This design comes from an exercise in tuning for small area, a short achievable clock period and few clock cycles per item on the open sky130 flow, not from production work. RTL that was checked went through simulation tests only; none was proved equivalent to the original. No functional check of the RTL was part of run 6. Power figures rest on the tool's default switching activity, not on a simulated workload.

**design/flow/design.v**
```verilog
module ptcb_pixel_engine (
    input  wire        clk,
    input  wire        rst,
    input  wire        in_valid,
    output wire        in_ready,
    input  wire [15:0] in_cmd,
    input  wire [63:0] in_data,
    output wire        out_valid,
    input  wire        out_ready,
    output wire [31:0] out_result,
    output wire [1:0]  out_err
);
    reg        v1;
    reg [15:0] c1;
    reg [63:0] d1;
    reg        sa_s, sa_lm, sa_d;           
    reg        sv_s, sv_lm, sv_dm, sv_d;    
    wire [3:0] i_op     = in_cmd[3:0];
    wire       i_scalar = (i_op == 4'd3) || (i_op == 4'd4);
    wire       i_blend  = (i_op == 4'd7);
    wire       i_mdm    = (in_cmd[8:7] == 2'd0) && (in_cmd[12:11] == 2'd2);
    wire       i_md     = (in_cmd[8:7] == 2'd1) && (in_cmd[12:11] == 2'd1);
    wire [3:0] op    = c1[3:0];
    wire [2:0] strat = c1[6:4];
    wire [1:0] chan  = c1[8:7];
    wire [1:0] mkind = c1[10:9];
    wire       gsel  = c1[13];
    reg legal;
    always @(*) begin
        case (op)
            4'd0, 4'd1, 4'd2, 4'd3, 4'd4: legal = (c1[15:4] == 12'd0);
            4'd5: legal = (c1[15:9] == 7'd0) && (c1[6:4] == 3'd0);
            4'd6: legal = (c1[15:14] == 2'd0) && (c1[6:4] == 3'd0) &&
                          (mkind != 2'd3) && (c1[12:11] != 2'd3);
            4'd7: legal = (c1[15:7] == 9'd0) && (strat != 3'd7);
            4'd8: legal = (c1[15] == 1'b0) && (c1[13:4] == 10'd0);
            default: legal = 1'b0;
        endcase
    end
    wire [15:0] w_l  = d1[15:0];
    wire [15:0] w_d  = d1[31:16];
    wire [15:0] w_lm = d1[47:32];
    wire [15:0] w_dm = d1[63:48];
    wire [23:0] s_rgb = d1[23:0];                  
    function [23:0] dec565;
        input [15:0] w;
        dec565 = {w[15:11], 3'b000, w[10:5], 2'b00, w[4:0], 3'b000};
    endfunction
    wire [23:0] ga = ({24{sa_s}}  & s_rgb) | ({24{sa_lm}} & dec565(w_lm)) |
                     ({24{sa_d}} & dec565(w_d));
    wire [7:0] ga_r = ga[23:16];
    wire [7:0] ga_g = ga[15:8];
    wire [7:0] ga_b = ga[7:0];
    wire [27:0] lum_a_t = 28'd182133370
                          + ({20'd0, ~ga_r} << 0)
                          + ({20'd0, ga_r} << 4)
                          + ({20'd0, ~ga_r} << 6)
                          + ({20'd0, ~ga_r} << 8)
                          + ({20'd0, ga_r} << 11)
                          + ({20'd0, ~ga_r} << 13)
                          + ({20'd0, ~ga_r} << 15)
                          + ({20'd0, ga_r} << 18)
                          + ({20'd0, ~ga_g} << 1)
                          + ({20'd0, ~ga_g} << 3)
                          + ({20'd0, ~ga_g} << 7)
                          + ({20'd0, ga_g} << 9)
                          + ({20'd0, ~ga_g} << 12)
                          + ({20'd0, ~ga_g} << 15)
                          + ({20'd0, ~ga_g} << 18)
                          + ({20'd0, ga_g} << 20)
                          + ({20'd0, ~ga_b} << 0)
                          + ({20'd0, ~ga_b} << 2)
                          + ({20'd0, ~ga_b} << 6)
                          + ({20'd0, ga_b} << 11)
                          + ({20'd0, ga_b} << 13)
                          + ({20'd0, ga_b} << 16);
    wire [7:0] lum_a = lum_a_t[27:20];
    wire [4:0] dm_r5 = w_dm[15:11];
    wire [5:0] dm_g6 = w_dm[10:5];
    wire [4:0] dm_b5 = w_dm[4:0];
    wire [21:0] lum_b_t = 22'd2864376
                          + ({17'd0, dm_r5} << 1)
                          + ({17'd0, ~dm_r5} << 3)
                          + ({17'd0, ~dm_r5} << 5)
                          + ({17'd0, dm_r5} << 8)
                          + ({17'd0, ~dm_r5} << 10)
                          + ({17'd0, ~dm_r5} << 12)
                          + ({17'd0, dm_r5} << 15)
                          + ({16'd0, ~dm_g6} << 0)
                          + ({16'd0, ~dm_g6} << 3)
                          + ({16'd0, dm_g6} << 5)
                          + ({16'd0, ~dm_g6} << 8)
                          + ({16'd0, ~dm_g6} << 11)
                          + ({16'd0, ~dm_g6} << 14)
                          + ({16'd0, dm_g6} << 16)
                          + ({17'd0, ~dm_b5} << 3)
                          + ({17'd0, dm_b5} << 8)
                          + ({17'd0, dm_b5} << 10)
                          + ({17'd0, dm_b5} << 13);
    wire [7:0] lum_b = lum_b_t[21:14];
    wire [23:0] gv = ({24{sv_s}}  & s_rgb) | ({24{sv_lm}} & dec565(w_lm)) |
                     ({24{sv_dm}} & dec565(w_dm)) | ({24{sv_d}} & dec565(w_d));
    wire [7:0] av_s = gv[23:16] ^ gv[15:8] ^ gv[7:0];
    wire [7:0] av_c = (gv[23:16] & gv[15:8]) | (gv[23:16] & gv[7:0]) |
                      (gv[15:8] & gv[7:0]);
    wire [9:0] av_a = {2'b00, av_s};
    wire [9:0] av_b = {1'b0, av_c, 1'b0};
    wire [18:0] avg_t = 19'd256
                      + (av_a << 0) + (av_a << 2) + (av_a << 4) + (av_a << 6) + (av_a << 8)
                      + (av_b << 0) + (av_b << 2) + (av_b << 4) + (av_b << 6) + (av_b << 8);
    wire [7:0]  avg_v = avg_t[17:10];
    reg g_avg, g_or, g_b;
    always @(*) begin
        g_avg = 1'b0;
        g_or  = 1'b0;
        g_b   = 1'b0;
        case (op)
            4'd3: g_avg = 1'b1;
            4'd6: begin
                g_avg = !gsel;
                g_b   = gsel && (chan == 2'd0) && (c1[12:11] == 2'd2);
            end
            4'd7: begin
                g_avg = (strat == 3'd4);
                g_or  = (strat == 3'd6);
            end
            default: ;
        endcase
    end
    wire g_a = !g_avg && !g_or && !g_b;
    wire [7:0] a_grey = ({8{g_avg}} & avg_v) | ({8{g_or}} & (lum_a | lum_b)) |
                        ({8{g_b}} & lum_b) | ({8{g_a}} & lum_a);
    wire [1:0] blend_slot = strat[2] ? 2'd0 : {strat[0], strat[1]};
    wire [1:0] xslot = (op == 4'd7) ? blend_slot : (op == 4'd6) ? chan : 2'd0;
    reg  [15:0] wx;
    always @(*) begin
        case (xslot)
            2'd0: wx = w_l;
            2'd1: wx = w_d;
            2'd2: wx = w_lm;
            default: wx = w_dm;
        endcase
    end
    wire [5:0] ca_r = w_l[15:11] + w_d[15:11];
    wire [6:0] ca_g = w_l[10:5]  + w_d[10:5];
    wire [5:0] ca_b = w_l[4:0]   + w_d[4:0];
    reg        a_mix;        
    reg  [1:0] a_mmode;      
    reg  [1:0] a_amode;      
    reg        a_sg;         
    reg [23:0] a_raw;
    reg  [1:0] a_err;
    always @(*) begin
        a_mix   = 1'b0;
        a_mmode = 2'd0;
        a_amode = 2'd0;
        a_sg    = 1'b0;
        a_raw   = 24'd0;
        a_err   = 2'd0;
        if (!legal) begin
            a_err = 2'd1;
        end else begin
            case (op)
                4'd1: a_mix = 1'b1;
                4'd2: a_raw = {8'd0, s_rgb[23:19], s_rgb[15:10], s_rgb[7:3]};
                4'd3, 4'd4: a_sg = 1'b1;
                4'd6: begin
                    if (mkind != 2'd0 && chan[1]) begin
                        a_err = 2'd2;
                    end else begin
                        a_mix   = 1'b1;
                        a_amode = (mkind == 2'd1) ? 2'd2 :
                                  (mkind == 2'd2) ? 2'd3 : 2'd1;
                    end
                end
                4'd7: begin
                    a_amode = 2'd1;
                    if (strat == 3'd5) begin
                        a_raw = {ca_r, 2'b00, ca_g, 1'b0, ca_b, 2'b00};
                    end else begin
                        a_mix   = 1'b1;
                        a_mmode = (strat == 3'd4) ? 2'd1 :
                                  (strat == 3'd6) ? 2'd2 : 2'd0;
                    end
                end
                4'd5, 4'd8: a_err = 2'd3;
                default: ;
            endcase
        end
    end
    reg        v2;
    reg        k2_mix, k2_sg;
    reg        k2_mw;        
    reg  [1:0] k2_amode;
    reg  [7:0] grey;
    reg [31:0] p2;           
    wire [7:0] bm = {8{k2_mw}} & grey;
    wire [7:0] alpha = (k2_amode == 2'd0) ? 8'h00 :
                       (k2_amode == 2'd1) ? 8'hFF :
                       (k2_amode == 2'd2) ? grey : ~grey;
    function [13:0] mixn;
        input [5:0] x, y;
        input [7:0] m;
        integer i;
        reg [13:0] acc;
        begin
            acc = 14'd0;
            for (i = 0; i < 6; i = i + 1)
                acc = acc + ({6'd0, ({8{y[i]}} & m) | ({8{x[i]}} & ~m)} << i);
            mixn = acc;
        end
    endfunction
    wire [15:0] bx = p2[31:16];
    wire [15:0] by = p2[15:0];
    wire [13:0] n_r = mixn({1'b0, bx[15:11]}, {1'b0, by[15:11]}, bm);
    wire [13:0] n_g = mixn(bx[10:5], by[10:5], bm);
    wire [13:0] n_b = mixn({1'b0, bx[4:0]}, {1'b0, by[4:0]}, bm);
    wire [5:0] cy_r = n_r[4:0] + n_r[12:8] + (n_r[7] & n_r[6] & n_r[5]);
    wire [6:0] cy_g = n_g[5:0] + n_g[13:8] + (n_g[7] & n_g[6]);
    wire [5:0] cy_b = n_b[4:0] + n_b[12:8] + (n_b[7] & n_b[6] & n_b[5]);
    wire [7:0] iq_r = n_r[12:5] + 8'd1;
    wire [7:0] iq_g = n_g[13:6] + 8'd1;
    wire [7:0] iq_b = n_b[12:5] + 8'd1;
    wire [7:0] mq_r = cy_r[5] ? iq_r : n_r[12:5];
    wire [7:0] mq_g = cy_g[6] ? iq_g : n_g[13:6];
    wire [7:0] mq_b = cy_b[5] ? iq_b : n_b[12:5];
    wire [31:0] b_result = k2_mix ? {alpha, mq_r, mq_g, mq_b}
                                  : {alpha, p2[23:8], (k2_sg ? grey : p2[7:0])};
    wire [1:0]  b_err    = k2_mix ? 2'd0 : p2[25:24];
    reg        ov, kv, rdy;
    reg [31:0] o_res, k_res;
    reg [1:0]  o_err, k_err;
    wire en    = !kv;                   
    wire ofree = !ov || out_ready;      
    always @(posedge clk) begin
        if (rst) begin
            v1  <= 1'b0;
            v2  <= 1'b0;
            ov  <= 1'b0;
            kv  <= 1'b0;
            rdy <= 1'b1;
        end else begin
            if (en) begin
                v1 <= in_valid;
                v2 <= v1;
            end
            if (ofree) begin
                ov  <= kv || v2;
                kv  <= 1'b0;
                rdy <= 1'b1;
            end else if (!kv && v2) begin
                kv  <= 1'b1;
                rdy <= 1'b0;
            end
        end
    end
    always @(posedge clk) begin
        if (en) begin
            c1    <= in_cmd;
            d1    <= in_data;
            sa_s  <= i_scalar;
            sa_lm <= !i_scalar && (i_blend || !i_md);
            sa_d  <= !i_scalar && !i_blend && i_md;
            sv_s  <= i_scalar;
            sv_lm <= !i_scalar && !i_blend && !(i_mdm || i_md);
            sv_dm <= !i_scalar && (i_blend || i_mdm);
            sv_d  <= !i_scalar && !i_blend && i_md;
            k2_mix   <= a_mix;
            k2_mw    <= (a_mmode != 2'd0);
            k2_amode <= a_amode;
            k2_sg    <= a_sg;
            grey     <= a_grey;
            p2       <= a_mix ? {wx, w_d} : {6'd0, a_err, a_raw};
        end
        if (ofree) begin
            o_res <= kv ? k_res : b_result;
            o_err <= kv ? k_err : b_err;
        end
        if (!kv) begin
            k_res <= b_result;
            k_err <= b_err;
        end
    end
    assign in_ready   = rdy;
    assign out_valid  = ov;
    assign out_result = o_res;
    assign out_err    = o_err;
endmodule
```
**design/flow/flow/run.sh**
```bash
#!/bin/bash
# Standard layout, with the port buffers made of buf_2 cells, the setup
# repair steps asked for extra slack margin, and no dummy clock loads.
set -euo pipefail
bash standard.sh "BUFFER_PORTS_ARGS=-buffer_cell sky130_fd_sc_hd__buf_2" SETUP_SLACK_MARGIN=19.75 \
  "CTS_ARGS=-sink_clustering_enable -repair_clock_nets -dont_use_dummy_load -sink_clustering_size 24 -sink_clustering_max_diameter 100" \
  finish > standard_flow.log 2>&1
```
**design/flow/standard.sh**
```bash
#!/bin/bash
# synth_recipe.tcl (not shown) runs the flow's synth.tcl, then flattens the netlist and writes it again
# the make line also repeats each setting of config.mk as NAME=value (left out here)
make -C /OpenROAD-flow-scripts/flow DESIGN_CONFIG=/design/flow/config.mk WORK_HOME=/design/flow/orfs CLKGATE_MAP_FILE= SYNTH_SCRIPT=/design/flow/synth_recipe.tcl "${@:-finish}"
```
**design/flow/config.mk**
```make
export PLATFORM = sky130hd
export DESIGN_NAME = ptcb_pixel_engine
export DESIGN_NICKNAME = ptcb_pixel_engine
export VERILOG_FILES = /design/flow/design.v
export SDC_FILE = /design/flow/constraint.sdc
export NUM_CORES = 4
export LEC_CHECK = 0
export CAP_MARGIN = 20
export CORE_MARGIN = 2
export CORE_UTILIZATION = 60
export SLEW_MARGIN = 20
```
**design/flow/constraint.sdc**
```tcl
create_clock -name core_clock -period 26.0 [get_ports {clk}]
set_input_delay 5.2000 -clock core_clock [delete_from_list [all_inputs] [get_ports {clk}]]
set_output_delay 5.2000 -clock core_clock [all_outputs]
set_load 0.01 [all_outputs]
```
==> results.txt, run 1 <==
- Post-Place Setup Slack: 19.03 ns
- Initial drt markers: 1145
- Register Area: 5710 um^2
- Share of layout cells above drive strength 1: 0.174
- Number of enable flip-flop cells after synthesis: 164
- Clk pwr share: 0.080
- Num CTS Buffers: 15
- Worst hold start: k_res[1]
- Worst hold path class: flop to flop
- Beginning of the worst register-to-register path: sa_lm
- Maximum vdd drop: 0.000259 V
- Commonest non-fill, non-tap cell in the layout: inv_1
- Synth unique cells: 85
- CP Capture Type: output pin
- DRC viols: 0
- Critical Path Start Type: flop
- CP Max Fanout: 1
- First-pass GRT wire length: 91.1 mm
- CTS max path bufs: 3
- FF-to-FF End: grey[4]
- Initial Util: 0.605
- Die Width: 198 um
- Pwr/cell area: 105 nW/um^2
- Syn Inst Count: 2012
- Worst R2R Setup Slack: 19.84 ns
- Met2 WL post-DR: 28.5 mm
- Fin worst setup slack: 19.73 ns
- Total power: 2.64 mW
- Most frequent cells in the layout: inv_1 (329), fa_1 (291), ha_1 (247), edfxtp_1 (164), buf_2 (119)
- DR vias: 15700
- Final Wtd Congestion: 0.933
- Hold EP: k_res[1]
- Static Leak: 12.3 nW
- WL final: 58.3 mm
- Vias in the first global route: 16300
- Initial antenna violation count: 0
- Cts hold-fix bufs: 0
- Status: finished clean
- Post-Route Skew: 0.0960 ns
- Setup CP Type: flop to output pin
- Final global-route overflow total: 0
- Pin count of the biggest net entering global routing: 83
- Comb power frac: 0.761
- Final slew viol count: 0
- Die Ht: 198 um
- Antenna cell count: 0
- CP delay by family, top: flip-flops
- Setup_tns: 0 ns
- Crit path buf inv count: 1
- Mapped Area: 22600 um^2
- Core area: 37400 um^2
- Net Sw Frac: 0.465
- Via density: 5.85
- Routed length on met1: 23.6 mm
- Worst slew margin: 0.337
- Hold slack: 0.461 ns
- FP Rows: 71
- Hold Crit Depth: 2
- Reg2reg path depth: 20
- Tcrit/Tclk final: 0.241
- CP required: 20.80 ns
- RSZ-0062 raised after global routing: true
- Syn nets: 2645
- Max cap viols: 0
- Ys flop type: edfxtp_1
- Multi-input logic area: 15700 um^2
- TritonCTS clock tree: done
- Internal: 1.41 mW
- CP cell instances: buf_2
- Total GRT Usage: 0.308
- Worst-margin pin slew: 0.995 ns
- Die footprint: 39300 um^2
- Seq cells post-synth: 203
- Fill cells: 2911
- CTS sink cnt: 203
- Top sig layer: met4
- Sequential power share: 0.158
- Drt pass-1 iters: 6
- Final Setup Violations: 0
- Crit path DAT: 1.07 ns
- Critical path's largest stage delay: 0.40 ns
- Slowest CP cell: edfxtp_1
- Sequential area share after synthesis: 0.252
- Clock insertion delay at the later pin of the skew report: 0.52 ns
- Fin. Hold Viols: 0
- Root Buffer: clkbuf_16
- IO Count: 120
- Post-DP HPWL: 46.8 mm
- Final-stage net count: 2814
- Mean post-synth cell area: 11.2 um^2
- Worst setup startpoint: o_err[1]
- Synth warnings: 1
- Net switching power: 1.22 mW
- H-tree lvl count: 1
- Peak Freq: 159 MHz
- Clock slew at reported path FFs: 0.09 ns
- Area Overhead vs Synth: 11.4%
- Final min period: 6.27 ns
- Ys async rst share: 0
- Wirelength per Cell: 21.7 um
- Port buffer count: 119
- WL met3: 3.32 mm
- Final ANT Viol Nets: 0
[sequential cells by signal (all words and copies together) (netlist names)]
name      cells
d1           64
k_res        32
o_res        32
p2           32
c1           16
grey          8
k2_amode      2
k_err         2
o_err         2
k2_mix        1
k2_mw         1
k2_sg         1
kv            1
ov            1
rdy           1
sa_d          1
sa_lm         1
sa_s          1
sv_dm         1
sv_lm         1
v1            1
v2            1
[logic make-up (layout without fill, tap and decap cells)]
kind of cell    Yosys count  after routing  share of synthesized area
xor+xnor                 78             78                     0.0305
simple gates            300            300                     0.0662
fa+ha+maj               549            549                      0.402
buf+inv                 420            587                     0.0702
flops                   203            203                      0.252
compound gates          299            299                     0.0970
mux                     163            163                     0.0816
[how the worst max path moves through the flow]
stage / endpoint / slack (ns) / cells past startpoint
2_1_floorplan: grey[5] / 19.77 / 20
3_3_place_gp: grey[5] / 19.13 / 18
3_5_place_dp: grey[5] / 19.03 / 18
4_1_cts: out_err[1] / 19.70 / 1
5_1_grt: grey[4] / 19.68 / 21
6_report: out_err[1] / 19.73 / 1
[Yosys cell counts, types with 9 or more instances]
| cell type | n | area, um^2 |
|---|---|---|
| nand2b_1 | 12 | 75.1 |
| nand3_1 | 18 | 90.1 |
| o21a_1 | 10 | 75.1 |
| o21ai_0 | 51 | 255 |
| and2_1 | 14 | 87.6 |
| ha_1 | 251 | 3140 |
| and3_1 | 9 | 56.3 |
| fa_1 | 298 | 5970 |
| clkbuf_1 | 44 | 165 |
| nand2_1 | 87 | 327 |
| nand4_1 | 13 | 81.3 |
| a22oi_1 | 10 | 75.1 |
| a221oi_1 | 12 | 105 |
| o21ai_1 | 9 | 45.0 |
| mux2_2 | 31 | 349 |
| a221o_1 | 12 | 120 |
| inv_1 | 345 | 1290 |
| o211ai_1 | 11 | 82.6 |
| nor2b_1 | 16 | 100 |
| dfxtp_1 | 39 | 781 |
| mux2i_1 | 117 | 1170 |
| mux4_2 | 14 | 315 |
| buf_1 | 24 | 90.1 |
| xor2_1 | 42 | 368 |
| nor3_1 | 22 | 110 |
| xnor2_1 | 35 | 307 |
| nor2_1 | 71 | 267 |
| a21o_1 | 43 | 323 |
| a22o_1 | 22 | 193 |
| a21oi_1 | 53 | 265 |
| edfxtp_1 | 164 | 4920 |
[metrics by stage]
step | util | instance area, um^2 | instances
2_1_floorplan | - | 22600 | 2012
3_3_place_gp | 0.633 | 23700 | 2580
3_5_place_dp | 0.633 | 23700 | 2580
4_1_cts | 0.649 | 24300 | 2610
5_1_grt | 0.674 | 25200 | 2690
6_report | 0.674 | 25200 | 2690
[power by group through the flow]
stage	logic, mW	clock network, mW	registers [mW]
6_report	2.01	0.212	0.417
2_1_floorplan	1.43	0	0.409
3_3_place_gp	1.83	0	0.423
3_5_place_dp	1.87	0	0.423
4_1_cts	1.91	0.216	0.416
5_1_grt	2.27	0.224	0.419
[layout make-up]
| class | count | share of cell area |
|---|---|---|
| clock buffers | 15 | 0.0149 |
| inverters | 345 | 0.0531 |
| multi-input cells | 1389 | 0.621 |
| flip-flops and latches | 203 | 0.226 |
| well taps | 511 | 0.0254 |
| repair buffers | 227 | 0.0592 |
[layer usage]
| layer | up-vias | track usage |
|---|---|---|
| met5 | - | 0 |
| met4 | 0 | 0.129 |
| met3 | 148 | 0.0402 |
| met2 | 574 | 0.520 |
| met1 | 7806 | 0.402 |
| li1 | 7200 | - |
[timing repair]
action,4_1_cts,5_1_grt
setup endpoints to repair,67,70
hold endpoints to repair,0,0
buffers inserted,15,80
pin swaps,3,30
gates resized for setup,20,75
Testbench counts, summed over its fixed seeds: cycles 32,024, items 32,000.
==> run 2: changes to the inputs <==
==> design/flow/flow/run.sh (replaced) <==
#!/bin/bash
# Standard layout, with the port buffers made of buf_2 cells, the setup
# repair steps asked for extra slack margin, and no dummy clock loads.
set -euo pipefail
bash standard.sh "BUFFER_PORTS_ARGS=-buffer_cell sky130_fd_sc_hd__buf_2" SETUP_SLACK_MARGIN=19.68 \
  "CTS_ARGS=-sink_clustering_enable -repair_clock_nets -dont_use_dummy_load -sink_clustering_size 24 -sink_clustering_max_diameter 100" \
  finish > standard_flow.log 2>&1
==> results.txt, run 2 <==
- Status: finished clean
- Pin count of the biggest net entering global routing: 81 (-2.4%)
- Ys flop type: edfxtp_1
- CTS max path bufs: 3 (unchanged)
- CP required: 20.80 ns (about the same)
- Synth unique cells: 85 (unchanged)
- Max reg flops: 64 (unchanged)
- Synth top area cells: fa_1 (26%), edfxtp_1 (22%), ha_1 (14%)
- Num CTS Buffers: 15 (unchanged)
- IO Count: 120 (unchanged)
- Most frequent cell after synthesis: inv_1
- Final Wtd Congestion: 0.926 (-0.81%)
- Post-route cell area: 24900 um^2 (-1.3%)
- CP delay by family, top: flip-flops
- Slowest CP cell: edfxtp_1
- Vias in the first global route: 16400 (+0.79%)
- Initial antenna violation count: 2 (+2)
- Core area: 37400 um^2 (unchanged)
- CP Capture Type: output pin
- Tcrit/Tclk final: 0.242 (+0.000665)
- Initial drt markers: 1251 (+9.3%)
- Port buffer count: 119 (unchanged)
- Worst-margin pin slew: 1.07 ns (+0.0725 ns)
- FP Rows: 71 (unchanged)
- Die footprint: 39300 um^2 (unchanged)
- Initial Util: 0.605 (unchanged)
- Syn nets: 2645 (unchanged)
- Commonest non-fill, non-tap cell in the layout: inv_1
- Hold Crit Depth: 2 (unchanged)
- Static Leak: 12.1 nW (-1.3%)
- GRT met2 Usage: 0.545 (+0.0251)
- Grt met1 use: 0.398 (-0.00480)
- Critical Path Start Type: flop
- Max cap viols: 0 (unchanged)
- DRC viols: 0 (unchanged)
- Placed cell area: 23700 um^2 (about the same)
- Worst hold start: k_res[13]
- Critical path's largest stage delay: 0.41 ns (about the same)
- DR vias: 15600 (-0.89%)
- GRT busiest layer: met2
- Drt pass-1 iters: 6 (unchanged)
- Critical Path Stages: 1 (unchanged)
- CTS sink cnt: 203 (unchanged)
- Final-stage net count: 2777 (-1.3%)
- Worst slew margin: 0.287 (-0.0498)
- Die Width: 198 um (unchanged)
- Wirelength per Cell: 21.9 um (+0.81%)
- CP Max Fanout: 1 (unchanged)
- Setup CP Type: flop to output pin
- GRT met3 Usage: 0.0370 (-0.00324)
- Beginning of the worst register-to-register path: sa_s
- WL final: 58.0 mm (-0.50%)
- TritonCTS clock tree: done
- RSZ-0062 raised after global routing: true
- Setup_tns: 0 ns (unchanged)
- Ys async rst share: 0 (unchanged)
- Syn Inst Count: 2012 (unchanged)
- Mapped Area: 22600 um^2 (unchanged)
- First-pass GRT wire length: 91.9 mm (+0.94%)
- Fin. Hold Viols: 0 (unchanged)
- Sequential area share after synthesis: 0.252 (unchanged)
- Share of layout cells above drive strength 1: 0.162 (-0.0129)
- Top post-synthesis cells by count: inv_1 (345), fa_1 (298), ha_1 (251), edfxtp_1 (164), mux2i_1 (117)
- Via density: 5.87 (+0.42%)
- Synth warnings: 1 (unchanged)
- Final min period: 6.29 ns (+0.0173 ns)
- Synth area leader: fa_1
- Reg2reg path depth: 19 (-5.0%)
- Final Setup Violations: 0 (unchanged)
- Clock insertion delay at the later pin of the skew report: 0.53 ns (about the same)
- Top reg by flops: d1
- Peak Freq: 159 MHz (-0.27%)
- Crit path buf inv count: 1 (unchanged)
- Final global-route overflow total: 0 (unchanged)
- Die Ht: 198 um (unchanged)
- Number of enable flip-flop cells after synthesis: 164 (unchanged)
- Crit path DAT: 1.09 ns (+0.02 ns)
- Pwr/cell area: 103 nW/um^2 (-1.3%)
- Clock slew at reported path FFs: 0.07 ns (-0.02 ns)
- Post-Route Skew: 0.0895 ns (-0.00650 ns)
- H-tree lvl count: 1 (unchanged)
- Most frequent cells in the layout: inv_1 (328), fa_1 (290), ha_1 (249), edfxtp_1 (164), buf_2 (119)
- Worst setup startpoint: o_err[1]
- CP cell instances: buf_2
- Mean post-synth cell area: 11.2 um^2 (unchanged)
- Total GRT Usage: 0.310 (+0.00193)
- Post-DP HPWL: 47.0 mm (+0.37%)
- Root Buffer: clkbuf_16
- Seq cells post-synth: 203 (unchanged)
- Synth top area share: 0.264 (unchanged)
- Worst hold path class: flop to flop
- Final ANT Viol Nets: 0 (unchanged)
- Final slew viol count: 0 (unchanged)
- Area Overhead vs Synth: 10.0%
- Maximum vdd drop: 0.000208 V (-19%)
## run 2: cell counts after synthesis
No cell type changed its count.
## run 2: power breakdown
group          switching, mW  internal [mW]  total (mW)
combinational           1.06          0.881        1.94
clock                  0.108          0.102       0.210
sequential            0.0258          0.392       0.418
## run 2: routing by layer
| layer | up-vias | share of wire |
|---|---|---|
| li1 | 7127 | - |
| met1 | 7826 | 0.41 |
| met5 | - | 0.00022 |
| met2 | 504 | 0.49 |
| met4 | 2 | 0.043 |
| met3 | 129 | 0.053 |
## run 2: cell type report
| type | count | area, um^2 |
|---|---|---|
| repair buffers | 190 | 1190 |
| inverters | 345 | 1340 |
| fillers | 3014 | 12500 |
| well taps | 511 | 639 |
| flip-flops and latches | 203 | 5710 |
| multi-input cells | 1389 | 15600 |
| diodes | 2 | 5.00 |
| clock buffers | 15 | 375 |
## run 2: kinds of logic after synthesis
kind of cell | after synthesis | synth area share
buf+inv | 420 | 0.0702
mux | 163 | 0.0816
fa+ha+maj | 549 | 0.402
compound gates | 299 | 0.0970
flops | 203 | 0.252
xor+xnor | 78 | 0.0305
simple gates | 300 | 0.0662
## run 2: repair_timing
item                                    4_1_cts  5_1_grt
pin swaps                                     2       24
setup buffers                                13       47
hold buffers                                  0        0
endpoints found under the setup margin       45       44
gates resized for setup                      15       86
gates cloned                                  0        0
## run 2: path summary, 6_finish.rpt
| check | to | slack, ns |
|---|---|---|
| worst min register to register | k_res[13] | 0.46 |
| worst max register to register | grey[6] | 19.76 |
| worst min-delay path | k_res[13] | 0.46 |
| worst max-delay path | out_err[1] | 19.71 |
## run 2: stage by stage
stage,power [mW],util,cells,setup slack (ns),hold slack [ns]
6_report,2.57,0.666,2655,19.71,0.456
5_1_grt,2.86,0.665,2654,19.52,0.493
4_1_cts,2.53,0.647,2606,19.68,0.459
3_5_place_dp,2.29,0.633,2578,19.01,0.435
3_3_place_gp,2.26,0.633,2578,19.10,0.426
2_1_floorplan,1.84,-,2012,19.74,0.411
## run 2: tightest hold or removal path, stage by stage (launching register included)
cell,delay [ns]
dfxtp_1,0.31
nand2_1,0.06
o41ai_2,0.06
==> run 3: changes to the inputs <==
==> design/flow/flow/run.sh (replaced) <==
#!/bin/bash
# Standard layout, with the port buffers made of buf_2 cells, the setup
# repair steps asked for extra slack margin, and no dummy clock loads.
set -euo pipefail
bash standard.sh "BUFFER_PORTS_ARGS=-buffer_cell sky130_fd_sc_hd__buf_2" SETUP_SLACK_MARGIN=19.30 \
  "CTS_ARGS=-sink_clustering_enable -repair_clock_nets -dont_use_dummy_load -sink_clustering_size 24 -sink_clustering_max_diameter 100" \
  finish > standard_flow.log 2>&1
==> results.txt, run 3 <==
- Register Area: 5710 um^2 (unchanged)
- Synth unique cells: 85 (unchanged)
- Die Width: 198 um (unchanged)
- Final Setup Violations: 0 (unchanged)
- Crit path buf inv count: 3 (+2)
- Cts hold-fix bufs: 0 (unchanged)
- Worst hold start: k_res[13]
- Antenna cell count: 0 (-2)
- Total GRT Usage: 0.308 (-0.00234)
- Pwr/cell area: 105 nW/um^2 (+1.9%)
- Syn nets: 2645 (unchanged)
- CTS sink cnt: 203 (unchanged)
- Worst R2R Setup Slack: 19.61 ns (-0.15 ns)
- Peak Freq: 156 MHz (-1.6%)
- RSZ-0062 raised after global routing: false
- Worst slew margin: 0.315 (+0.0275)
- CP Capture Type: flop
- Drt pass-1 iters: 6 (unchanged)
- Initial Util: 0.605 (unchanged)
- Mapped Area: 22600 um^2 (unchanged)
- Top reg by flops: d1
- Core area: 37400 um^2 (unchanged)
- Final Wtd Congestion: 0.934 (+0.86%)
- Static Leak: 11.9 nW (-1.8%)
- Top cell by count, worst path: fa_1
- Port buffer count: 119 (unchanged)
- Status: finished clean
- Synth top area cells: fa_1 (26%), edfxtp_1 (22%), ha_1 (14%)
- Placed cell area: 23700 um^2 (about the same)
- Pin count of the biggest net entering global routing: 78 (-3.7%)
- Critical path's largest stage delay: 0.54 ns (+0.13 ns)
- Synth top area share: 0.264 (unchanged)
- Number of enable flip-flop cells after synthesis: 164 (unchanged)
- Post-DP HPWL: 47.2 mm (+0.54%)
- Ys flop type: edfxtp_1
- Wirelength per Cell: 22.0 um (+0.87%)
- Final min period: 6.39 ns (+0.103 ns)
- Die footprint: 39300 um^2 (unchanged)
- Reg2reg path depth: 22 (+3)
- Initial drt markers: 1145 (-8.5%)
- Multi-input logic area: 15400 um^2 (-1.5%)
- Beginning of the worst register-to-register path: k2_mw
- Vias in the first global route: 16300 (-0.72%)
- FF-to-FF End: o_res[13]
- IO Count: 120 (unchanged)
- Most frequent cell after synthesis: inv_1
- Final global-route overflow total: 0 (unchanged)
- DRC viols: 0 (unchanged)
- CP Max Fanout: 16 (+15)
- Area Overhead vs Synth: 6.85%
- DR vias: 15300 (-2.0%)
- Clock insertion delay at the later pin of the skew report: 0.53 ns (about the same)
- Hold Crit Depth: 2 (unchanged)
- Hold EP: k_res[13]
- Via density: 5.87 (about the same)
- Fill cells: 3026 (+0.40%)
- Max reg flops: 64 (unchanged)
- Share of layout cells above drive strength 1: 0.115 (-0.0468)
- CP delay by family, top: adder cells
- Final-stage net count: 2726 (-1.8%)
- Ys async rst share: 0 (unchanged)
- Initial antenna violation count: 1 (-1)
- Max cap viols: 0 (unchanged)
- H-tree lvl count: 1 (unchanged)
- Post-route cell area: 24200 um^2 (-2.9%)
- Commonest non-fill, non-tap cell in the layout: inv_1
- Setup_tns: 0 ns (unchanged)
- Fin. Hold Viols: 0 (unchanged)
- Seq cells post-synth: 203 (unchanged)
- Root Buffer: clkbuf_16
- Mean post-synth cell area: 11.2 um^2 (unchanged)
- Crit path DAT: 6.71 ns (+5.62 ns)
- TritonCTS clock tree: done
- CP required: 26.31 ns (+5.51 ns)
- Top post-synthesis cells by count: inv_1 (345), fa_1 (298), ha_1 (251), edfxtp_1 (164), mux2i_1 (117)
- Worst-margin pin slew: 1.03 ns (-0.0390 ns)
- Final ANT Viol Nets: 0 (unchanged)
- Synth area leader: fa_1
- Num CTS Buffers: 15 (unchanged)
- Syn Inst Count: 2012 (unchanged)
- WL final: 57.4 mm (-1.1%)
- Maximum vdd drop: 0.000226 V (+8.5%)
- Setup CP Type: flop to flop
- Worst hold path class: flop to flop
- Synth warnings: 1 (unchanged)
- CP cell instances: buf_4 -> nand2_4 -> mux2_2 -> fa_1 -> inv_1 -> fa_1 -> inv_1 -> fa_1 -> ha_1 -> nor2b_1 -> o21a_1 -> o211a_1 -> o31ai_1 -> xnor2_1 -> ha_1 -> o21ai_0 -> a21oi_1 -> nand4_1 -> nor4b_4 -> nor2b_1 -> nor3_1 -> o41ai_2
- Sequential area share after synthesis: 0.252 (unchanged)
- First-pass GRT wire length: 91.2 mm (-0.77%)
- Most frequent cells in the layout: inv_1 (344), fa_1 (297), ha_1 (251), edfxtp_1 (164), buf_2 (119)
- Slowest CP cell: fa_1
- Tcrit/Tclk final: 0.246 (+0.00395)
- Post-Route Skew: 0.0846 ns (-0.00484 ns)
- CTS max path bufs: 3 (unchanged)
- Die Ht: 198 um (unchanged)
- Clock slew at reported path FFs: 0.09 ns (+0.02 ns)
- FP Rows: 71 (unchanged)
- Critical Path Start Type: flop
- Final slew viol count: 0 (unchanged)
[run 3: worst max path at each step]
stage | from | endpoint | slack (ns) | depth (start not counted)
final | k2_mw | o_res[13] | 19.61 | 22
after global routing | k2_mw | o_res[13] | 19.28 | 23
after CTS | k2_mw | o_res[13] | 19.31 | 20
after detailed placement | sa_s | grey[5] | 19.10 | 18
after global placement | sa_s | grey[5] | 19.18 | 18
after floorplan | out_ready | rdy | 19.40 | 2
[run 3: stage by stage]
stage	worst slack [ns]	hold slack [ns]	util	power, mW	cells
after floorplan	19.40	0.411	-	1.84	2012
after global placement	19.18	0.427	0.632	2.25	2577
after detailed placement	19.10	0.431	0.632	2.30	2577
after CTS	19.31	0.449	0.643	2.53	2593
after global routing	19.28	0.479	0.647	2.82	2602
final	19.61	0.454	0.647	2.54	2602
[run 3: repair_timing]
item | CTS | global route
pin swaps | 0 | 1
resized for setup | 2 | 11
setup endpoints to repair | 8 | 37
setup buffers | 1 | 9
[run 3: final cells by class]
| class | instances | share of cell area |
|---|---|---|
| flip-flops and latches | 203 | 0.236 |
| clock buffers | 15 | 0.0155 |
| multi-input cells | 1389 | 0.637 |
| repair buffers | 139 | 0.0314 |
| inverters | 345 | 0.0538 |
| well taps | 511 | 0.0264 |
[run 3: cells by family (layout without fill, tap and decap cells)]
| kind of cell | count (synthesis) | in the layout | share of synthesized area |
|---|---|---|---|
| DFF | 203 | 203 | 0.252 |
| buffers and inverters | 420 | 499 | 0.0702 |
| adders and majority gates | 549 | 549 | 0.402 |
| xor gates and xnor gates | 78 | 78 | 0.0305 |
| and+or+nand+nor | 300 | 300 | 0.0662 |
| AOI/OAI and AO/OA | 299 | 299 | 0.0970 |
| muxes | 163 | 163 | 0.0816 |
[run 3: metal layers]
layer / vias to the layer above / global-route usage / wire length, um
met5: - / 0 / 13
met4: 2 / 0.126 / 2740
met3: 135 / 0.0506 / 3540
met2: 521 / 0.519 / 27800
met1: 7606 / 0.396 / 23300
li1: 7018 / - / -
[run 3: power breakdown]
part | switching (mW) | total, mW | internal [mW] | leakage [nW]
Combinational | 1.05 | 1.92 | 0.865 | 9.55
Clock | 0.107 | 0.209 | 0.102 | 0.185
Sequential | 0.0265 | 0.419 | 0.392 | 2.16
[run 3: worst reg2reg max path: cells and delay by family, from the launching register on]
kind / cells / cell delay, ns
adders and majority gates: 5 / 2.11
muxes: 1 / 0.40
buffers and inverters: 3 / 0.31
DFF: 1 / 0.52
AOI/OAI and AO/OA: 6 / 1.42
xor gates and xnor gates: 1 / 0.17
and+or+nand+nor: 6 / 1.26
==> run 4: changes to the inputs <==
==> design/flow/flow/run.sh (replaced) <==
#!/bin/bash
# Standard layout, with the port buffers made of buf_2 cells, the setup
# repair steps asked for extra slack margin, and no dummy clock loads.
set -euo pipefail
bash standard.sh "BUFFER_PORTS_ARGS=-buffer_cell sky130_fd_sc_hd__buf_2" SETUP_SLACK_MARGIN=19.45 \
  "CTS_ARGS=-sink_clustering_enable -repair_clock_nets -dont_use_dummy_load -sink_clustering_size 24 -sink_clustering_max_diameter 100" \
  finish > standard_flow.log 2>&1
==> results.txt, run 4 <==
- Syn nets: 2645 (unchanged)
- Most frequent cell after synthesis: inv_1
- Final Wtd Congestion: 0.926 (-0.86%)
- Post-Place Setup Slack: 19.01 ns (-0.0837 ns)
- Maximum vdd drop: 0.000208 V (-8.2%)
- WL met3: 3.44 mm (-2.7%)
- DR vias: 15500 (+1.2%)
- Drt pass-1 iters: 6 (unchanged)
- Syn Inst Count: 2012 (unchanged)
- Worst-margin pin slew: 0.980 ns (-0.0481 ns)
- Clock insertion delay at the later pin of the skew report: 0.53 ns (about the same)
- Setup CP Type: flop to flop
- Worst slew margin: 0.347 (+0.0320)
- H-tree lvl count: 1 (unchanged)
- Wirelength per Cell: 22.1 um (about the same)
- Initial Util: 0.605 (unchanged)
- Max reg flops: 64 (unchanged)
- CP Capture Type: flop
- Ys flop type: edfxtp_1
- First-pass GRT wire length: 91.6 mm (+0.45%)
- Total GRT Usage: 0.309 (+0.00129)
- Final Setup Violations: 0 (unchanged)
- Share of layout cells above drive strength 1: 0.123 (+0.00808)
- DRC viols: 0 (unchanged)
- Seq cells post-synth: 203 (unchanged)
- Synth warnings: 1 (unchanged)
- Final slew viol count: 0 (unchanged)
- Number of enable flip-flop cells after synthesis: 164 (unchanged)
- Met2 WL post-DR: 28.7 mm (+3.6%)
- Pin count of the biggest net entering global routing: 81 (+3.8%)
- Max cap viols: 0 (unchanged)
- Area Overhead vs Synth: 7.54%
- IO Count: 120 (unchanged)
- Die Width: 198 um (unchanged)
- Ys async rst share: 0 (unchanged)
- TritonCTS clock tree: done
- Die footprint: 39300 um^2 (unchanged)
- Core area: 37400 um^2 (unchanged)
- Peak Freq: 158 MHz (+1.0%)
- Synth top area share: 0.264 (unchanged)
- Post-DP HPWL: 47.0 mm (-0.54%)
- Initial drt markers: 1399 (+22%)
- Synth unique cells: 85 (unchanged)
- Num CTS Buffers: 15 (unchanged)
- Top sig layer: met5
- Final-stage net count: 2735 (+0.33%)
- Sequential area share after synthesis: 0.252 (unchanged)
- Final min period: 6.33 ns (-0.0659 ns)
- Hold slack: 0.456 ns (+0.00257 ns)
- Mapped Area: 22600 um^2 (unchanged)
- CTS sink cnt: 203 (unchanged)
- Status: finished clean
- WL final: 57.6 mm (+0.51%)
- Via density: 5.92 (+0.74%)
- Routed length on met1: 23.2 mm (-0.33%)
- Fin worst setup slack: 19.67 ns (+0.0659 ns)
- Root Buffer: clkbuf_16
- Port buffer count: 119 (unchanged)
- Post-Route Skew: 0.0912 ns (+0.00662 ns)
- CP Max Fanout: 16 (unchanged)
- Fill cells: 3077 (+1.7%)
- Final ANT Viol Nets: 0 (unchanged)
- Setup_tns: 0 ns (unchanged)
- Pwr/cell area: 105 nW/um^2 (-0.62%)
- FP Rows: 71 (unchanged)
- Die Ht: 198 um (unchanged)
- Clock slew at reported path FFs: 0.09 ns (about the same)
- Cts hold-fix bufs: 0 (unchanged)
- Synth top area cells: fa_1 (26%), edfxtp_1 (22%), ha_1 (14%)
- CTS max path bufs: 3 (unchanged)
- Worst hold path class: flop to flop
- Commonest non-fill, non-tap cell in the layout: inv_1
- Crit path DAT: 6.61 ns (-0.10 ns)
- RSZ-0062 raised after global routing: true
- CP required: 26.29 ns (-0.02 ns)
- Top post-synthesis cells by count: inv_1 (345), fa_1 (298), ha_1 (251), edfxtp_1 (164), mux2i_1 (117)
- Synth area leader: fa_1
- Final global-route overflow total: 0 (unchanged)
- Initial antenna violation count: 2 (+1)
- Most frequent cells in the layout: inv_1 (342), fa_1 (297), ha_1 (251), edfxtp_1 (164), buf_2 (119)
- Fin. Hold Viols: 0 (unchanged)
- Critical Path Start Type: flop
- Top reg by flops: d1
- Static Leak: 11.9 nW (+0.43%)
- Tcrit/Tclk final: 0.243 (-0.00253)
- Vias in the first global route: 16400 (+0.37%)
- Mean post-synth cell area: 11.2 um^2 (unchanged)
==> run 4: cell counts after synthesis <==
No cell type changed its count.
==> run 4: final timing paths <==
| kind | slack, ns | cells past startpoint | start | to |
|---|---|---|---|---|
| worst max-delay path | 19.67 | 17 | sv_dm | grey[6] |
| worst max register to register | 19.67 | 17 | sv_dm | grey[6] |
| worst min register to register | 0.46 | 2 | k_res[13] | k_res[13] |
| worst min-delay path | 0.46 | 2 | k_res[13] | k_res[13] |
==> run 4: layout make-up <==
type	count	area (um^2)	area share
Multi-Input combinational cell	1389	15500	0.635
Antenna cell	3	7.51	0.000308
Clock buffer	15	375	0.0154
Inverter	345	1310	0.0537
Tap cell	511	639	0.0263
Sequential cell	203	5710	0.235
Timing Repair Buffer	148	841	0.0346
==> run 4: what timing repair did <==
| item | 4_1_cts | 5_1_grt |
|---|---|---|
| buffers inserted | 4 | 14 |
| resized for setup | 5 | 26 |
| pin swaps | 0 | 4 |
| endpoints found under the setup margin | 19 | 27 |
==> run 4: logic make-up (layout without fill, tap and decap cells) <==
logic type,count (synthesis),in the layout,synth area share
adders and majority gates,549,549,0.402
buffers and inverters,420,508,0.0702
and+or+nand+nor,300,300,0.0662
AOI/OAI and AO/OA,299,299,0.0970
DFF,203,203,0.252
muxes,163,163,0.0816
xor gates and xnor gates,78,78,0.0305
other,0,3,0
==> run 4: critical path, cell delays in order, from the launching register on <==
cell and delay (ns):
edfxtp_1 0.71, a221o_1 0.49, fa_1 0.60, fa_1 0.58
inv_1 0.10, fa_1 0.51, fa_1 0.54, inv_1 0.05
fa_1 0.48, ha_1 0.32, a2111oi_1 0.36, o21ai_1 0.20
a41oi_2 0.29, o211ai_1 0.19, a21oi_2 0.18, xor2_1 0.18
nor2_1 0.07, a221o_1 0.28
==> run 4: where the power goes <==
group          leakage [nW]  internal, mW  switching [mW]  total [mW]
Clock                 0.185         0.102           0.108       0.211
Combinational          9.60         0.861            1.05        1.92
Sequential             2.16         0.392          0.0264       0.418
Total                  11.9          1.36            1.19        2.54
==> run 4: layer usage <==
metal,track usage,up-vias
met2,0.545,543
met4,0.101,2
met5,0,-
met1,0.397,7759
li1,-,7037
met3,0.0359,125
==> run 4: stage by stage <==
step	utilization	cells	power (mW)	instance area (um^2)
finish	0.651	2614	2.54	24300
global route	0.651	2612	2.83	24300
CTS	0.644	2597	2.52	24100
detailed placement	0.633	2578	2.29	23700
global placement	0.633	2578	2.26	23700
floorplan	-	2012	1.84	22600
==> run 5: changes to the inputs <==
==> design/flow/flow/run.sh (replaced) <==
#!/bin/bash
# Standard layout, with the port buffers made of buf_2 cells, the setup
# repair steps asked for extra slack margin, and no dummy clock loads.
set -euo pipefail
bash standard.sh "BUFFER_PORTS_ARGS=-buffer_cell sky130_fd_sc_hd__buf_2" SETUP_SLACK_MARGIN=19.60 \
  "CTS_ARGS=-sink_clustering_enable -repair_clock_nets -dont_use_dummy_load -sink_clustering_size 24 -sink_clustering_max_diameter 100" \
  finish > standard_flow.log 2>&1
==> results.txt, run 5 <==
- Status: finished clean
- Worst slew margin: 0.274 (-0.0723)
- Number of enable flip-flop cells after synthesis: 164 (unchanged)
- Die Ht: 198 um (unchanged)
- Initial antenna violation count: 2 (unchanged)
- CTS sink cnt: 203 (unchanged)
- Sequential area share after synthesis: 0.252 (unchanged)
- Pin count of the biggest net entering global routing: 81 (unchanged)
- CP Max Fanout: 1 (-15)
- Final min period: 6.29 ns (-0.0340 ns)
- Maximum vdd drop: 0.000208 V (+0.35%)
- DRC viols: 0 (unchanged)
- Crit path buf inv count: 1 (-1)
- Final Util: 0.659 (+0.00803)
- Syn nets: 2645 (unchanged)
- Setup CP Type: flop to output pin
- Syn Inst Count: 2012 (unchanged)
- Worst hold start: k_res[13]
- RSZ-0062 raised after global routing: true
- Vias in the first global route: 16400 (+0.28%)
- Initial Util: 0.605 (unchanged)
- Total power: 2.56 mW (+0.46%)
- Die footprint: 39300 um^2 (unchanged)
- CP required: 20.80 ns (-5.49 ns)
- Initial drt markers: 1213 (-13%)
- FP Rows: 71 (unchanged)
- Die Width: 198 um (unchanged)
- Drt pass-1 iters: 8 (+2)
- Clock insertion delay at the later pin of the skew report: 0.53 ns (about the same)
- CP cell instances: buf_2
- Final Setup Violations: 0 (unchanged)
- Mean post-synth cell area: 11.2 um^2 (unchanged)
- Wirelength per Cell: 22.0 um (-0.24%)
- Worst-margin pin slew: 1.09 ns (+0.106 ns)
- Worst setup startpoint: o_err[1]
- Num CTS Buffers: 15 (unchanged)
- CP delay by family, top: flip-flops
- Critical Path Start Type: flop
- Final slew viol count: 0 (unchanged)
- Hold slack: 0.459 ns (+0.00248 ns)
- H-tree lvl count: 1 (unchanged)
- Crit path DAT: 1.09 ns (-5.52 ns)
- Beginning of the worst register-to-register path: sa_s
- Critical path's largest stage delay: 0.42 ns (-0.29 ns)
- IO Count: 120 (unchanged)
- Worst hold path class: flop to flop
- Fin. Hold Viols: 0 (unchanged)
- Top post-synthesis cells by count: inv_1 (345), fa_1 (298), ha_1 (251), edfxtp_1 (164), mux2i_1 (117)
- Ys async rst share: 0 (unchanged)
- Port buffer count: 119 (unchanged)
- Final ANT Viol Nets: 0 (unchanged)
- Most frequent cells in the layout: inv_1 (333), fa_1 (291), ha_1 (250), edfxtp_1 (164), buf_2 (119)
- Static Leak: 12.1 nW (+0.89%)
- Final global-route overflow total: 0 (unchanged)
- Total GRT Usage: 0.310 (+0.000749)
- Via density: 5.91 (-0.16%)
- CTS max path bufs: 3 (unchanged)
- Mapped Area: 22600 um^2 (unchanged)
- Setup_tns: 0 ns (unchanged)
- Synth top area share: 0.264 (unchanged)
- Synth top area cells: fa_1 (26%), edfxtp_1 (22%), ha_1 (14%)
- Ys flop type: edfxtp_1
- Max cap viols: 0 (unchanged)
- Share of layout cells above drive strength 1: 0.144 (+0.0213)
- Area Overhead vs Synth: 8.86%
- Root Buffer: clkbuf_16
- Clock slew at reported path FFs: 0.08 ns (about the same)
- Final Wtd Congestion: 0.926 (unchanged)
- Pwr/cell area: 104 nW/um^2 (-0.77%)
- WL final: 57.9 mm (+0.53%)
- Peak Freq: 159 MHz (+0.54%)
- Commonest non-fill, non-tap cell in the layout: inv_1
- DR vias: 15600 (+0.60%)
- Final-stage net count: 2757 (+0.80%)
- Post-Route Skew: 0.0897 ns (-0.00156 ns)
- Synth warnings: 1 (unchanged)
- Tcrit/Tclk final: 0.242 (-0.00131)
- Post-DP HPWL: 47.0 mm (unchanged)
- Synth unique cells: 85 (unchanged)
- Synth area leader: fa_1
- CP Capture Type: output pin
- TritonCTS clock tree: done
- Slowest CP cell: edfxtp_1
- First-pass GRT wire length: 91.8 mm (+0.20%)
- Top reg by flops: d1
- Seq cells post-synth: 203 (unchanged)
- Core area: 37400 um^2 (unchanged)
- Cts hold-fix bufs: 0 (unchanged)
- Most frequent cell after synthesis: inv_1
- Max reg flops: 64 (unchanged)
==> run 5: cell counts after synthesis <==
No cell type changed its count.
==> run 5: logic make-up after synthesis <==
kind of cell	Yosys count	synth area share
adders and majority gates	549	0.402
buffers and inverters	420	0.0702
and+or+nand+nor	300	0.0662
AOI/OAI and AO/OA	299	0.0970
DFF	203	0.252
muxes	163	0.0816
xor gates and xnor gates	78	0.0305
==> run 5: path summary, 6_finish.rpt <==
path,slack (ns),cells after the start,to
max,19.71,1,out_err[1]
min reg2reg,0.46,2,k_res[13]
min,0.46,2,k_res[13]
max reg2reg,19.79,18,grey[6]
==> run 5: metrics by stage <==
step	cells	setup slack, ns	cell area, um^2
6_report	2634	19.71	24600
5_1_grt	2634	19.54	24600
4_1_cts	2604	19.61	24200
3_5_place_dp	2578	19.01	23700
3_3_place_gp	2578	19.10	23700
2_1_floorplan	2012	19.74	22600
==> run 5: repair_timing <==
action | in CTS | in global routing
endpoints found under the setup margin | 38 | 36
hold endpoints to repair | 0 | 0
buffers inserted | 11 | 29
gates resized for setup | 11 | 58
pin swaps | 0 | 14
gates cloned | 0 | 0
==> run 5: layout make-up <==
type                    count  area (um^2)
repair buffers            170         1040
flip-flops and latches    203         5710
fillers                  3047        12800
clock buffers              15          375
diodes                      1         2.50
inverters                 345         1320
well taps                 511          639
multi-input cells        1389        15500
==> run 5: per-layer routing <==
| metal | GRT usage | vias to the layer above | part of all wire |
|---|---|---|---|
| li1 | - | 7075 | - |
| met1 | 0.397 | 7799 | 0.41 |
| met2 | 0.544 | 550 | 0.49 |
| met3 | 0.0370 | 133 | 0.057 |
| met4 | 0.107 | 2 | 0.043 |
| met5 | 0 | - | 0.00028 |
==> run 5: power by group <==
| group | switching [mW] | internal (mW) | leakage, nW | total, mW |
|---|---|---|---|---|
| Combinational | 1.06 | 0.869 | 9.71 | 1.93 |
| Clock | 0.108 | 0.102 | 0.185 | 0.210 |
| Sequential | 0.0257 | 0.392 | 2.16 | 0.418 |
| Total | 1.19 | 1.36 | 12.1 | 2.56 |
==> run 6: changes to the inputs <==
--- a/design/flow/design.v
+++ b/design/flow/design.v
@@ -233,4 +233,7 @@
     wire en    = !kv;                   
     wire ofree = !ov || out_ready;      
+    wire o_take_k = ofree && kv;
+    wire o_take_b = ofree && !kv;
+    wire o_keep   = !ofree;
     always @(posedge clk) begin
         if (rst) begin
@@ -273,8 +276,8 @@
             p2       <= a_mix ? {wx, w_d} : {6'd0, a_err, a_raw};
         end
-        if (ofree) begin
-            o_res <= kv ? k_res : b_result;
-            o_err <= kv ? k_err : b_err;
-        end
+        o_res <= ({32{o_take_k}} & k_res) | ({32{o_take_b}} & b_result) |
+                 ({32{o_keep}} & o_res);
+        o_err <= ({2{o_take_k}} & k_err) | ({2{o_take_b}} & b_err) |
+                 ({2{o_keep}} & o_err);
         if (!kv) begin
             k_res <= b_result;
==> design/flow/flow/run.sh (replaced) <==
#!/bin/bash
# Standard layout, with the port buffers made of buf_2 cells, the setup
# repair steps asked for extra slack margin, and no dummy clock loads.
set -euo pipefail
bash standard.sh "BUFFER_PORTS_ARGS=-buffer_cell sky130_fd_sc_hd__buf_2" SETUP_SLACK_MARGIN=19.75 \
  "CTS_ARGS=-sink_clustering_enable -repair_clock_nets -dont_use_dummy_load -sink_clustering_size 24 -sink_clustering_max_diameter 100" \
  finish > standard_flow.log 2>&1
==> results.txt, run 6 <==
- CP required: 20.80 ns (about the same)
- DRC viols: 0 (unchanged)
- Synth unique cells: 93 (+9.4%)
- CP delay by family, top: flip-flops
- Die Width: 203 um (+2.6%)
- Fill cells: 3168 (+4.0%)
- IO Count: 120 (unchanged)
- Core area: 39500 um^2 (+5.5%)
- Most frequent cells in the layout: inv_1 (353), fa_1 (289), ha_1 (248), edfxtp_1 (164), buf_2 (118)
- Initial Util: 0.604 (-0.00112)
- Via density: 6.04 (+2.3%)
- Max cap viols: 0 (unchanged)
- Area Overhead vs Synth: 11.4%
- Final global-route overflow total: 0 (unchanged)
- Seq cells post-synth: 203 (unchanged)
- TritonCTS clock tree: done
- Critical Path Stages: 1 (unchanged)
- Final ANT Viol Nets: 0 (unchanged)
- Critical Path Start Type: flop
- Pin count of the biggest net entering global routing: 79 (-2.5%)
- Post-DP HPWL: 51.8 mm (+10%)
- Synth warnings: 1 (unchanged)
- FP Rows: 73 (+2.8%)
- Setup CP Type: flop to output pin
- Final-stage net count: 2998 (+8.7%)
- Worst hold start: o_res[13]
- Sequential area share after synthesis: 0.239 (-0.0127)
- RSZ-0062 raised after global routing: true
- Initial antenna violation count: 1 (-1)
- Slowest CP cell: dfxtp_2
- Mean post-synth cell area: 10.8 um^2 (-3.9%)
- Peak Freq: 161 MHz (+1.5%)
- Commonest non-fill, non-tap cell in the layout: inv_1
- Number of enable flip-flop cells after synthesis: 164 (unchanged)
- Beginning of the worst register-to-register path: sa_s
- Crit path DAT: 1.00 ns (-0.09 ns)
- Post-Place Setup Slack: 18.99 ns (-0.0212 ns)
- Port buffer count: 119 (unchanged)
- Top reg by flops: d1
- Syn Inst Count: 2204 (+9.5%)
- CP Max Fanout: 3 (+2)
- Die Ht: 203 um (+2.6%)
- Worst setup startpoint: ov
- Syn nets: 2837 (+7.3%)
- Max reg flops: 64 (unchanged)
- Final slew viol count: 0 (unchanged)
- Worst hold path class: flop to flop
- CTS max path bufs: 3 (unchanged)
- First-pass GRT wire length: 100 mm (+9.5%)
- Synth top area cells: fa_1 (25%), edfxtp_1 (21%), ha_1 (13%)
- Ys async rst share: 0 (unchanged)
- Setup_tns: 0 ns (unchanged)
- CP cell instances: buf_6
- Fin worst setup slack: 19.80 ns (+0.0903 ns)
- Hold slack: 0.451 ns (-0.00786 ns)
- Static Leak: 12.8 nW (+6.4%)
- Status: finished clean
- Tcrit/Tclk final: 0.239 (-0.00347)
- Num CTS Buffers: 15 (unchanged)
- Final Wtd Congestion: 0.990 (+7.0%)
- CTS sink cnt: 203 (unchanged)
- Total GRT Usage: 0.320 (+0.00985)
- Wirelength per Cell: 22.7 um (+3.2%)
- Synth top area share: 0.250 (-0.0133)
- Crit path buf inv count: 1 (unchanged)
- Post-Route Skew: 0.0772 ns (-0.0125 ns)
- Ys flop type: edfxtp_1
- H-tree lvl count: 1 (unchanged)
- Share of layout cells above drive strength 1: 0.193 (+0.0488)
- Die footprint: 41300 um^2 (+5.2%)
- Final Setup Violations: 0 (unchanged)
- Hold Crit Depth: 2 (unchanged)
- Final Util: 0.673 (+0.0143)
- Critical path's largest stage delay: 0.38 ns (-0.04 ns)
- Fin. Hold Viols: 0 (unchanged)
- Vias in the first global route: 17800 (+8.7%)
- Clock slew at reported path FFs: 0.09 ns (about the same)
- Synth area leader: fa_1
- Drt pass-1 iters: 8 (unchanged)
- Most frequent cell after synthesis: inv_1
- Root Buffer: clkbuf_16
- Initial drt markers: 1537 (+27%)
- Maximum vdd drop: 0.000191 V (-8.4%)
- Worst slew margin: 0.230 (-0.0445)
- Clock insertion delay at the later pin of the skew report: 0.51 ns (-0.02 ns)
- Worst-margin pin slew: 1.15 ns (+0.0648 ns)
- Reg2reg path depth: 20 (+2)
- Mapped Area: 23800 um^2 (+5.3%)
- Top post-synthesis cells by count: inv_1 (372), fa_1 (298), ha_1 (251), edfxtp_1 (164), nor2_1 (105)
- CP Capture Type: output pin
- Pwr/cell area: 112 nW/um^2 (+8.2%)
- Total power: 2.98 mW (+17%)
- DR vias: 17500 (+12%)
- WL final: 65.6 mm (+13%)
- Final min period: 6.20 ns (-0.0903 ns)
[run 6: cell count changes after synthesis, sizes merged, moves of 8 or more]
cell / delta
or2: +10
mux2i: -13
nand2: +14
or3: +10
and2: -12
and3b: +8
inv: +27
mux2: +27
a21oi: +26
xor2: -26
xnor2: +13
a211oi: +15
nor2: +34
[run 6: cell families after synthesis]
logic type,count (synthesis),synth area share
flops,203,0.239
xor+xnor,65,0.0245
fa+ha+maj,549,0.382
compound gates,372,0.113
simple gates,379,0.0809
mux,177,0.0848
buf+inv,459,0.0754
[run 6: through the flow]
step	cells	area [um^2]
after floorplan	2204	23800
after global placement	2772	24800
after detailed placement	2772	24800
after CTS	2815	25600
after global routing	2888	26600
final	2889	26600
[run 6: worst paths after layout]
| kind | to | slack, ns |
|---|---|---|
| hold / removal | o_res[13] | 0.45 |
| setup reg to reg | grey[6] | 19.81 |
| setup / recovery | out_valid | 19.80 |
| hold reg to reg | o_res[13] | 0.45 |
[run 6: report_power, final]
part | switching [mW] | total [mW] | internal (mW)
Sequential | 0.0366 | 0.428 | 0.391
Combinational | 1.31 | 2.34 | 1.03
Clock | 0.109 | 0.211 | 0.103
Total | 1.46 | 2.98 | 1.52
[run 6: what timing repair did]
| item | in CTS | in global routing |
|---|---|---|
| endpoints found under the setup margin | 54 | 39 |
| resized for setup | 49 | 94 |
| gates cloned | 0 | 3 |
| hold buffers | 0 | 0 |
| pin swaps | 4 | 34 |
| buffers inserted | 28 | 70 |
[run 6: metal layers]
| metal | GRT usage | up-vias | wire, um |
|---|---|---|---|
| met1 | 0.404 | 8724 | 25900 |
| li1 | - | 7909 | - |
| met2 | 0.544 | 650 | 32000 |
| met3 | 0.0553 | 174 | 4490 |
| met5 | 0 | - | 0 |
| met4 | 0.136 | 0 | 3160 |
[run 6: layout make-up]
cell class	count	area, um^2	share of cell area
timing repair buffer	230	1500	0.0566
antenna	1	2.50	0.0000942
clock buffer	15	375	0.0141
inverter	372	1450	0.0544
sequential	203	5710	0.215
tap	525	657	0.0247
multi-input combinational	1543	16900	0.635

## static timing again, ports no longer ideal
The flow's constraints put no driver on any port. The routed layouts listed below were extracted and timed again, unchanged, in two steps. Step 1, drivers: a clkbuf_16 drives clk and a buf_2 each remaining input, both assumed. Step 2 also shifts input and output timing later by t, the mid clock arrival at the registers, as if the neighbouring blocks saw the same clock. Slacks: ideal ports / drivers / drivers and shift; pairs: ideal ports / drivers.
run	t (ns)	setup WS [ns]	worst data-port slew with drivers (ns)
run 1	0.536	19.726 / 19.666 / 19.688	0.06
run 2	0.540	19.709 / 19.653 / 19.432	0.05
run 3	0.538	19.607 / 19.607 / 19.453	0.06
run 4	0.541	19.672 / 19.652 / 19.438	0.05
run 5	0.538	19.706 / 19.651 / 19.432	0.05
run 6	0.540	19.797 / 19.734 / 19.490	0.05
After both steps setup and hold are still met in every run listed. The setup slack of run 6, which loses most, moves by -0.063 ns with the drivers and by -0.307 ns with both steps.
